This is an optimization exercise on Yosys and OpenROAD, whose aim is small area, a short achievable clock period and few clock cycles per item, not a production implementation. In this exercise RTL edits were held to simulation tests only and were not proved equivalent to the original.

## lane 2
==> flow/design.v (excerpt) <==
module jacobi_unit #(
    parameter integer W = 128,
    parameter integer K = 5       
) (
    input  wire         clk,
    input  wire         rst,      
    input  wire         start,
    input  wire [W-1:0] a,
    input  wire [W-1:0] n,
    output wire         ready,
    output reg          done,
    output reg          fault,
    output reg  [1:0]   j
);
    reg         run;      
    reg         bad_q;    
    reg [W:0]   x_q;      
    reg [W-1:0] n_q;
    reg         neg_q;    
    wire x_zero = (x_q == {(W+1){1'b0}});
    wire x_one  = (x_q == {{W{1'b0}}, 1'b1});
    wire fin    = bad_q || x_zero || x_one;
    assign ready = !run || fin;
    wire accept = ready && start;
    wire         odd = x_q[0];
    wire [W:0]   d;
    wire         dneg;
    jacobi_sub #(.N(W + 1)) u_sub (
        .x(x_q), .y({1'b0, n_q & {W{odd}}}), .d(d), .neg(dneg)
    );
    reg  [2:0]   s;
  ...
Size in the first run: about 2700 cells after synthesis, roughly 260 I/O pins, ~21000 sq um of cells after synthesis.
clock: 10.0 ns
lec_check: 0
cap_margin: 20
core_margin: 2
core_utilization: 60
setup_slack_margin: 5
slew_margin: 20
standard.sh (not shown) runs the stock make flow with config.mk's settings and CLKGATE_MAP_FILE= SYNTH_SCRIPT=/design/flow/synth_recipe.tcl, a recipe that flattens the netlist after the stock synthesis.
==> flow/flow/run.sh <==
#!/bin/bash
# The standard layout (the standard.sh, standard synthesis included),
# with one change: the buffer that ORFS puts on every input and output port
# is sky130_fd_sc_hd__buf_1 instead of the one buffer_ports picks itself
# (clkdlybuf4s50_1, a delay cell of more than twice the area).
# make's full output goes to make.log here; ORFS's per-step logs stay
# under orfs/logs/.
set -euo pipefail
bash standard.sh "BUFFER_PORTS_ARGS=-buffer_cell sky130_fd_sc_hd__buf_1" finish > make.log 2>&1
Testbench counts of lane 2, summed over its fixed seeds: cycles 94,553, items 1,024.
Input-level comparison between lane 1 and lane 2:
==> flow/run.sh (new file) <==
#!/bin/bash
# synth_recipe.tcl (not shown) runs the flow's synth.tcl, then flattens the netlist and writes it again
# the make line also repeats each setting of config.mk as NAME=value (left out here)
make -C /OpenROAD-flow-scripts/flow DESIGN_CONFIG=/design/flow/config.mk WORK_HOME=/design/flow/orfs CLKGATE_MAP_FILE= SYNTH_SCRIPT=/design/flow/synth_recipe.tcl finish
removed: flow/flow/run.sh
removed: flow/standard.sh
[summary]
[compare] base=lane 2 new=lane 1: synthesized cell count ~0 delta, global routing met2 resource utilization now larger.
Routed length on met2 (lane 1 vs. lane 2) increases by a little under 10%
Diff lane 2 -> lane 1 | via count | increase of about 4%
Lane 1 vs lane 2 — utilization after layout rose 6.3 points.

---

== v6 ==
Starting RTL as in the previous note.
clock: 10.0 ns
lec_check: 0
cap_margin: 20
core_margin: 2
core_utilization: 60
cts_cluster_diameter: 80
cts_cluster_size: 35
setup_slack_margin: 5
slew_margin: 20
==> flow/flow/run.sh <==
#!/bin/bash
set -euo pipefail
PORTS="BUFFER_PORTS_ARGS=-buffer_cell sky130_fd_sc_hd__buf_1"
bash standard.sh "$PORTS" cts > make_cts.log 2>&1
bash standard.sh "$PORTS" SETUP_SLACK_MARGIN=0 finish > make_finish.log 2>&1
Every stage of the flow completed for v6, and the final layout passed the timing, DRC and antenna checks.
Testbench counts of v6, summed over its fixed seeds: cycles 94,553, items 1,024.
Edits applied to the flow inputs when going from v6 to v7:
Settings: TNS_END_PERCENT: unset -> 5.
==> flow/flow/run.sh <==
#!/bin/bash
# The standard layout (the standard.sh, standard synthesis included),
# with one change: the buffer that ORFS puts on every input and output port
# is sky130_fd_sc_hd__buf_1 instead of the one buffer_ports picks itself
# (clkdlybuf4s50_1, a delay cell of more than twice the area).
# make's full output goes to make.log here; ORFS's per-step logs stay
# under orfs/logs/.
set -euo pipefail
bash standard.sh "BUFFER_PORTS_ARGS=-buffer_cell sky130_fd_sc_hd__buf_1" finish > make.log 2>&1
[summary]
Final area (higher): v7. In the metrics for v6 and v7, the one carrying the lower final worst-path cycle share is v6. Count of clock-net buffers in the final layout: v6 vs v7, no meaningful difference. The core of v7 is more densely filled than that of v6.

==> port drivers added, routing unchanged <==
How much do the figures lean on ideal ports? The routed layouts below were timed once more, with nothing changed but the port constraints. Step 1 (the two cells are an assumption about what drives the block):
set clk [get_ports {clk}]
set_driving_cell -lib_cell sky130_fd_sc_hd__clkbuf_16 $clk
set_driving_cell -lib_cell sky130_fd_sc_hd__buf_2 [delete_from_list [all_inputs] $clk]
Step 2 adds t to the input delays and takes it off the output delays; t is the mean of the earliest and latest rising clock arrival at the registers after step 1. Input paths then give back, and output paths get back, about the clock's delay inside the block. Slacks: ideal ports / drivers / drivers and shift; pairs: ideal ports / drivers.
| run | t (ns) | setup WS [ns] | worst slew at a driven data input, ns |
|---|---|---|---|
| lane 2 | 0.639 | 4.941 / 4.941 / 4.941 | 0.06 |
| lane 1 | 0.656 | 4.706 / 4.706 / 4.706 | 0.06 |
| v6 | 0.585 | 4.893 / 4.875 / 4.893 | 0.07 |
| v7 | 0.587 | 4.824 / 4.822 / 4.824 | 0.07 |
After both steps setup and hold are still met in every run listed.
